From an optimization exercise on the open Yosys and OpenROAD flow, aimed at small area, a short achievable clock period and few clock cycles per item; shortcuts taken in it are not production practice. Function was checked by simulation only, so behaviour that the tests miss may differ from the original. Power and IR drop assume default switching activity.

`design/flow/design.v`:
```
module bpe (
    input  wire        clk,
    input  wire        rst,
    input  wire        reg_req,
    input  wire        reg_we,
    input  wire [5:0]  reg_addr,
    input  wire [31:0] reg_wdata,
    output reg  [31:0] reg_rdata,
    output wire        reg_ack,
    output wire        mem_req,
    output wire        mem_we,
    output wire [31:0] mem_addr,
    output wire [7:0]  mem_wdata,
    input  wire [7:0]  mem_rdata,
    input  wire        mem_ack,
    output wire        irq
);
  reg        ie;
  reg        done;
  reg        ovr;
  reg [1:0]  err;            
  reg [31:0] cmd;
  reg [31:0] wdata;
  reg [31:0] rdata;
  reg [31:0] result;
  reg [31:0] sbase;
  reg [28:0] slen;
  reg [31:0] spos;
  reg [31:0] dbase;
  reg [28:0] dlen;
  reg [31:0] dpos;
  localparam [31:0] CFG = 32'h0000_2000;
  localparam [1:0] S_IDLE = 2'd0,    
                   S_FIN  = 2'd1,    
                   S_SRC  = 2'd2,    
                   S_DST  = 2'd3;    
  reg [1:0] state;
  reg [1:0] code;            
  reg [2:0] c;               
  reg       rdone;           
  reg [7:0] old;             
  reg [31:0] val;            
  wire busy = (state != S_IDLE);
  wire in_src = (state == S_SRC);
  wire in_dst = (state == S_DST);
  wire [3:0] ra      = reg_addr[5:2];
  wire       host_wr = reg_req & reg_we;
  wire       accept  = host_wr & (ra == 4'd2) & ~busy;
  wire [3:0] op  = cmd[3:0];
  wire       ord = cmd[4];
  wire       adv = cmd[5];
  wire [5:0] w   = cmd[13:8];
  wire is_set  = (op == 4'd0);
  wire is_sset = (op == 4'd1);
  wire is_get  = (op == 4'd2);
  wire is_seq  = (op == 4'd1) | (op == 4'd4);
  wire is_copy = (op == 4'd5);
  wire [5:0]  w_eff = busy ? w : reg_wdata[13:8];
  wire [32:0] s_end = {1'b0, spos} + {27'b0, w_eff};
  wire [32:0] d_end = {1'b0, dpos} + {27'b0, w_eff};
  wire        s_oob = s_end > {1'b0, slen, 3'b0};
  wire        d_oob = d_end > {1'b0, dlen, 3'b0};
  wire [3:0] a_op      = reg_wdata[3:0];
  wire       a_illegal = (reg_wdata[7:6] != 2'b0) || (reg_wdata[31:14] != 18'b0) || (a_op > 4'd5);
  wire       a_wbad    = (reg_wdata[13:8] > 6'd32);
  wire       a_w0      = (reg_wdata[13:8] == 6'd0);
  wire       a_src     = (a_op == 4'd2) | (a_op == 4'd5);
  wire       a_dst     = (a_op != 4'd2);
  wire       a_oob     = (a_src & s_oob) | (a_dst & d_oob);
  wire [1:0] a_code    = a_illegal ? 2'd3 : a_wbad ? 2'd1 : a_w0 ? 2'd0 : a_oob ? 2'd2 : 2'd0;
  wire       a_go      = ~a_illegal & ~a_wbad & ~a_w0 & ~a_oob;
  wire [2:0] lo3 = in_src ? spos[2:0] : dpos[2:0];
  wire [5:0] lw  = {3'b0, lo3} + w;               
  wire [5:0] lwm = lw - 6'd1;
  wire [2:0] nm1 = lwm[5:3];                       
  wire [2:0] de  = 3'd0 - lw[2:0];                 
  wire [2:0] sh  = ord ? de : lo3;
  wire [5:0] T   = w + {3'b0, sh};                 
  wire [2:0] k   = ord ? (nm1 - c) : c;            
  wire       last = (c == nm1);
  wire [31:0] base   = in_src ? sbase : dbase;
  wire [28:0] pos_hi = in_src ? spos[31:3] : dpos[31:3];
  assign mem_addr = base + {3'b0, pos_hi} + {29'b0, k};
  wire [7:0] lowm;
  genvar gi;
  generate
    for (gi = 0; gi < 8; gi = gi + 1) begin : g_lowm
      assign lowm[gi] = ({1'b0, gi[2:0]} + {1'b0, sh}) < 4'd8;
    end
  endgenerate
  wire [15:0] rr  = {mem_rdata, mem_rdata} >> sh;
  wire [7:0]  rot = rr[7:0];                       
  wire [31:0] val_next;
  wire [31:0] tm;                                  
  generate
    for (gi = 0; gi < 32; gi = gi + 1) begin : g_val
      wire hit = ((c == gi / 8) & lowm[gi % 8]) | ((c == gi / 8 + 1) & ~lowm[gi % 8]);
      assign val_next[gi] = hit ? rot[gi % 8] : val[gi];
      assign tm[gi] = (gi < w);
    end
  endgenerate
  wire [31:0] vsrc = is_copy ? val : (is_set | is_sset) ? wdata : 32'b0;
  reg  [7:0]  lane_c, lane_p;
  always @(*) begin
    case (c[1:0])
      2'd0: begin lane_c = vsrc[7:0];   lane_p = vsrc[31:24]; end
      2'd1: begin lane_c = vsrc[15:8];  lane_p = vsrc[7:0];   end
      2'd2: begin lane_c = vsrc[23:16]; lane_p = vsrc[15:8];  end
      default: begin lane_c = vsrc[31:24]; lane_p = vsrc[23:16]; end
    endcase
  end
  wire [7:0]  pre = (lowm & lane_c) | (~lowm & lane_p);
  wire [15:0] ol  = {pre, pre} << sh;
  wire [7:0]  out = ol[15:8];                      
  wire [7:0] fm, keep;
  generate
    for (gi = 0; gi < 8; gi = gi + 1) begin : g_merge
      wire ge0   = (c != 3'd0) | (gi[2:0] >= sh);           
      wire ltw   = {c, gi[2:0]} < T;                        
      assign fm[gi]   = ge0 & ltw;
      assign keep[gi] = is_seq ? (ord ? ~ltw : ~ge0) : ~(ge0 & ltw);
    end
  endgenerate
  wire [7:0] dnew      = (fm & out) | (~fm & keep & old);
  wire       need_read = (|keep) & ~rdone;
  assign mem_req   = (in_src | in_dst) & ~rst;
  assign mem_we    = in_dst & ~need_read;
  assign mem_wdata = dnew;
  wire src_ack = in_src & mem_ack;
  wire dst_ack = in_dst & mem_ack;
  wire finish  = (state == S_FIN) | (src_ack & last & is_get) | (dst_ack & ~need_read & last);
  assign reg_ack = reg_req & ~rst;
  assign irq     = ie & done;
  always @(*) begin
    case (ra)
      4'd0:    reg_rdata = {31'b0, ie};
      4'd1:    reg_rdata = {22'b0, err, 5'b0, ovr, done, busy};
      4'd2:    reg_rdata = cmd;
      4'd3:    reg_rdata = wdata;
      4'd4:    reg_rdata = rdata;
      4'd5:    reg_rdata = result;
      4'd6:    reg_rdata = sbase;
      4'd7:    reg_rdata = {3'b0, slen};
      4'd8:    reg_rdata = spos;
      4'd9:    reg_rdata = dbase;
      4'd10:   reg_rdata = {3'b0, dlen};
      4'd11:   reg_rdata = dpos;
      4'd12:   reg_rdata = CFG;
      default: reg_rdata = 32'b0;
    endcase
  end
  always @(posedge clk) begin
    if (rst) begin
      ie     <= 1'b0;
      done   <= 1'b0;
      ovr    <= 1'b0;
      err    <= 2'd0;
      cmd    <= 32'b0;
      wdata  <= 32'b0;
      rdata  <= 32'b0;
      result <= 32'b0;
      sbase  <= 32'b0;
      slen   <= 29'b0;
      spos   <= 32'b0;
      dbase  <= 32'b0;
      dlen   <= 29'b0;
      dpos   <= 32'b0;
      state  <= S_IDLE;
      code   <= 2'd0;
      c      <= 3'd0;
      rdone  <= 1'b0;
    end else begin
      if (host_wr) begin
        case (ra)
          4'd0: ie <= reg_wdata[0];
          4'd1: begin
            if (reg_wdata[1]) done <= 1'b0;
            if (reg_wdata[2]) ovr  <= 1'b0;
          end
          4'd2: begin
            if (busy) ovr <= 1'b1;
            else begin
              cmd   <= reg_wdata;
              done  <= 1'b0;
              err   <= 2'd0;
              code  <= a_code;
              c     <= 3'd0;
              rdone <= 1'b0;
              state <= a_go ? (a_src ? S_SRC : S_DST) : S_FIN;
            end
          end
          4'd3:  if (busy) ovr <= 1'b1; else wdata <= reg_wdata;
          4'd6:  if (busy) ovr <= 1'b1; else sbase <= reg_wdata;
          4'd7:  if (busy) ovr <= 1'b1; else slen  <= reg_wdata[28:0];
          4'd8:  if (busy) ovr <= 1'b1; else spos  <= reg_wdata;
          4'd9:  if (busy) ovr <= 1'b1; else dbase <= reg_wdata;
          4'd10: if (busy) ovr <= 1'b1; else dlen  <= reg_wdata[28:0];
          4'd11: if (busy) ovr <= 1'b1; else dpos  <= reg_wdata;
          default: ;
        endcase
      end
      if (src_ack) begin
        val <= val_next;
        if (last) begin
          c     <= 3'd0;
          rdone <= 1'b0;
          if (!is_get) state <= S_DST;
        end else begin
          c <= c + 3'd1;
        end
      end
      if (dst_ack) begin
        if (need_read) begin
          old   <= mem_rdata;
          rdone <= 1'b1;
        end else begin
          c     <= c + 3'd1;
          rdone <= 1'b0;
        end
      end
      if (finish) begin
        state <= S_IDLE;
        done  <= 1'b1;
        err   <= code;
        if (code == 2'd0) begin
          if (is_get) begin
            rdata  <= val_next & tm;
            result <= s_end[31:0];
            if (adv) spos <= s_end[31:0];
          end else if (is_copy) begin
            result <= {26'b0, w};
            if (adv) begin
              spos <= s_end[31:0];
              dpos <= d_end[31:0];
            end
          end else begin
            result <= d_end[31:0];
            if (adv) dpos <= d_end[31:0];
          end
        end
      end
    end
  end
endmodule
```
`design/flow/run.sh`:
```
#!/bin/bash
# synth_recipe.tcl (not shown) runs the flow's synth.tcl, then flattens the netlist and writes it again
# the make line also repeats each setting of config.mk as NAME=value (left out here)
make -C /OpenROAD-flow-scripts/flow DESIGN_CONFIG=/design/flow/config.mk WORK_HOME=/design/flow/orfs CLKGATE_MAP_FILE= SYNTH_SCRIPT=/design/flow/synth_recipe.tcl finish
```
`design/flow/config.mk`:
```
export PLATFORM = sky130hd
export DESIGN_NAME = bpe
export DESIGN_NICKNAME = bpe
export VERILOG_FILES = /design/flow/design.v
export SDC_FILE = /design/flow/constraint.sdc
export NUM_CORES = 4
export LEC_CHECK = 0
export CAP_MARGIN = 20
export CORE_MARGIN = 2
export CORE_UTILIZATION = 40
export SLEW_MARGIN = 20
```
`design/flow/constraint.sdc`:
```
create_clock -name core_clock -period 10.0 [get_ports {clk}]
set_input_delay 2.0000 -clock core_clock [delete_from_list [all_inputs] [get_ports {clk}]]
set_output_delay 2.0000 -clock core_clock [all_outputs]
set_load 0.01 [all_outputs]
```
==> summary.md <==
| Metric | Value |
|---|---|
| Status | finished clean |
| CTS tree | built |
| Post-DP HPWL | 77300 um |
| Drt total wl | 111000 um |
| Fin nets | around 3600 |
| Clock Skew | around 0.03 ns |
| Synth top area share | 25.7% |
| Top cells by instance count after synthesis | 800 x nand2_1, 327 x dfxtp_1, 306 x a21oi_1, 243 x clkbuf_1, 159 x nor2_1 |
| Setup Viol. Count Final | 0 |
| DRC | 0 |
| Max-slew headroom | a little over a fifth |
| Hold Vio Cnt, Final | 0 |
| Via count | 26800 |
| Clk buf depth | 3 |
| Number of cells on the critical path | 28 |
| Drt pass-1 iters | 8 |
| TNS Setup | 0 ns |
| Initial antenna violation count | 3 |
| CP bufs+invs | 6 |
| Synth area leaders | dfxtp_1 26%, nand2_1 12%, ha_1 7.0% |
| Largest stage delay, worst path | 0.59 ns |
| Post-Synthesis Cell Area | 25400 um^2 |
| Die area | 65600 um^2 |
| Core Area | 63000 um^2 |
| Post-synth EDFFs | 40 |
| Most frequent cell after synthesis | nand2_1 |
| Final ANT Viol Nets | 0 |
| Die width | roughly 260 um |
| CP delay by family, top | adder cells |
| Average routed wire per standard cell | 26.1 um |
| Seq/Total Area, Yosys | a little under a third |
| CP required | 8.00 ns |
| CP Data Arrival Time | 7.44 ns |
| First-pass GRT wire length | 165000 um |
| Clk Latency, worst-skew pair | 0.61 ns |
| DP Area | ~27000 um^2 |
| Peak supply drop | 0.0953 mV |
| CP startpoint kind | flip-flop |
| CP max FO | 7 |
| RSZ-0062 raised after global routing | false |
| Tmin final | 9.44 ns |
| Max-Cap Viols | 0 |
| Synth warn | 1 |
| Clock-pin slew on the worst setup and hold paths | 0.06 ns |
| Design area | between 20000 and 30000 um^2 |
| Total track usage | ~33% |
| #FFs+latches synth | around 370 |
| Row cnt | 92 |
| IO Pins | roughly 130 |
| Area leader, netlist | dfxtp_1 |
| CTS root buf | clkbuf_16 |
| Slew @ Worst Pin | 1.17 ns |
| Area grow syn2layout | 13.6% |
| Reg2reg end | spos[9] |
| Worst Hold Class | flip-flop to flip-flop |
| Syn nets | around 3600 |
| Share of layout cells above drive strength 1 | 7.11% |
| # clock sinks | 367 |
| Power consumption | between 0.003 and 0.004 W |
| Die Span Y | 256 um |
| Filler cells | 6364 |
| Setup ws final | between 0.5 and 0.6 ns |
| CP Launch Point | state[0] |
| Crit. End Element | output pin |
| Htree depth | 2 |
| Via density | 6.32 |
| Peak Freq | 0.106 GHz |
| Reg2reg setup slack | 1.95 ns |
| Starting density of the core | around two fifths |
| Grt total ovfl | 0 |
| Final Slew Violations | 0 |
| Setup Slack @ Placement | 0.663 ns |
| Leakage | 10.6 nW |
| Post-Syn Area per Cell | roughly 7.5 um^2 |
| Worst reg2reg startpoint | state[0] |
| R2r worst-path depth | 23 |
| Largest net degree at the start of global routing | 107 |
| Slowest stage cell, crit path | fa_1 |
| Initial drt markers | 3408 |
| Worst setup endpoint | mem_addr[30] |
| Ratio of final minimum period to clock period | between 90 and 100% |
| Ys async rst share | 0% |
| PortBufs | 124 |
| Gpl congestion | about 0.98 |
| Vias in the first global route | 24300 |
| Mapped Cells | roughly 3400 |
| Crit Path Category | flip-flop to output pin |
| PwrDens | 119 nW/um^2 |
| Unique masters post-synth | a little over 90 |
| Total CTS buffers | 45 |
| Main synth FF type | dfxtp_1 |
[worst min-delay path by stage]
| stage | depth (start not counted) | to | from |
|---|---|---|---|
| after floorplan | 2 | cmd[14] | cmd[14] |
| after global placement | 2 | cmd[16] | cmd[16] |
| after detailed placement | 2 | result[2] | result[2] |
| after CTS | 2 | result[2] | result[2] |
| after global routing | 2 | result[2] | result[2] |
| final | 2 | cmd[16] | cmd[16] |
[area by class of cell]
class	count	area, um^2	area share [%]
sequential	367	7750	26.8
inverter	108	405	1.40
clock buffer	61	1280	4.42
clock inverter	18	190	0.658
tap	846	1060	3.66
antenna	4	10.0	0.0347
timing repair buffer	199	1820	6.32
multi-input combinational	2638	16400	56.7
[power breakdown]
group / switching (W) / internal (W) / total, W
sequential: 0.0000119 / 0.00150 / 0.00151
combinational: 0.000186 / 0.0000805 / 0.000267
clock: 0.000706 / 0.000971 / 0.00168
[worst register-to-register path: stages (launching register included)]
cell	delay, ns
dfxtp_1	0.47
nand2b_2	0.29
nand2_1	0.08
nand2_1	0.07
ha_1	0.18
fa_1	0.45
inv_1	0.08
ha_1	0.19
nand2b_1	0.14
mux2_2	0.30
nand2_1	0.11
inv_2	0.45
ha_1	0.39
nor2b_1	0.15
o21ai_0	0.19
xnor2_1	0.15
ha_1	0.28
a21oi_1	0.20
o221ai_1	0.32
or4_1	0.64
a311oi_2	0.42
a41o_2	0.81
nand2_1	0.94
a221o_1	0.63
[per-stage QoR]
step / util [%] / instances / hold slack [ns]
after global routing: 45.9 / 4237 / 0.482
after floorplan: - / 3392 / 0.436
after detailed placement: 43.4 / 4156 / 0.451
after CTS: 45.8 / 4235 / 0.459
after global placement: 43.4 / 4156 / 0.444
final: 45.9 / 4241 / 0.458
[timing repair]
item                                    CTS  global route
gates resized for setup                   1             8
gates cloned                              0             0
endpoints found under the hold margin     0             0
pin swaps                                 0             1
endpoints found under the setup margin    1             4
hold buffers                              0             0
setup buffers                             0             1
[logic make-up after synthesis]
family | Yosys count | share of synthesized area (%)
adder cells (fa/ha/maj) | 152 | 7.74
multiplexers | 83 | 3.52
buffers and inverters | 387 | 5.81
AND/OR/NAND/NOR | 1381 | 24.2
flip-flops | 367 | 30.5
AO/OA/AOI/OAI | 922 | 24.7
XOR/XNOR | 100 | 3.50
[placed cells by master, fill, tap and decap left out, types with 30 or more instances in the layout]
cell type / Yosys / final
a211oi_1: 39 / 39
a21o_1: 38 / 38
a21oi_1: 306 / 304
a221oi_1: 61 / 61
a22o_1: 46 / 46
a22oi_1: 111 / 111
a311oi_1: 42 / 42
a31oi_1: 30 / 30
and3_1: 33 / 33
buf_4: 2 / 74
clkbuf_16: 0 / 45
clkdlybuf4s50_1: 0 / 122
dfxtp_1: 327 / 327
edfxtp_1: 40 / 40
ha_1: 143 / 143
inv_1: 104 / 104
mux2_2: 39 / 39
mux2i_1: 42 / 42
nand2_1: 800 / 797
nand2b_1: 38 / 37
nand3_1: 67 / 67
nand4_1: 55 / 55
nor2_1: 159 / 151
nor3_1: 99 / 95
o211ai_1: 30 / 30
o21ai_0: 80 / 79
xnor2_1: 69 / 68
xor2_1: 30 / 30
[sequential cells by signal, summed over array words and instances (netlist names)]
signal / cells
done: 1
dbase: 32
cmd: 32
code: 2
rdata: 32
ovr: 1
spos: 32
slen: 29
dlen: 29
result: 32
dpos: 32
val: 32
err: 2
ie: 1
state: 2
rdone: 1
c: 3
old: 8
sbase: 32
wdata: 32
[metal layers]
| metal | share of wire [%] | track usage (%) | wire (um) |
|---|---|---|---|
| met5 | 0.0063 | 0 | 7 |
| met4 | 4.0 | 12.9 | 4420 |
| met3 | 11 | 7.58 | 12400 |
| met2 | 43 | 49.0 | 48000 |
| met1 | 42 | 45.0 | 46000 |
Testbench counts, summed over its fixed seeds: cycles 39,462, commands 2,400.

## static timing again, ports no longer ideal
The flow's constraints put no driver on any port. The routed layout listed below was extracted and timed again, unchanged, in two steps.
Step 1 (the two cells are an assumption about what drives the block):
set clk [get_ports {clk}]
set_driving_cell -lib_cell sky130_fd_sc_hd__clkbuf_16 $clk
set_driving_cell -lib_cell sky130_fd_sc_hd__buf_2 [delete_from_list [all_inputs] $clk]
Step 2, shift: input delay + t, output delay - t, t = (earliest + latest rising clock arrival at the registers) / 2. This alone moves slack from input paths to output paths.
a / b / c = ideal / step 1 / step 2; a / b = the first two.
t (ns): 0.653
slack for setup (ns): 0.562 / 0.502 / 1.155
hold WS [ns]: 0.458 / 0.458 / 0.458
After both steps setup and hold are still met in this run. The setup slack of this run moves by -0.060 ns with the drivers and by +0.593 ns with both steps.
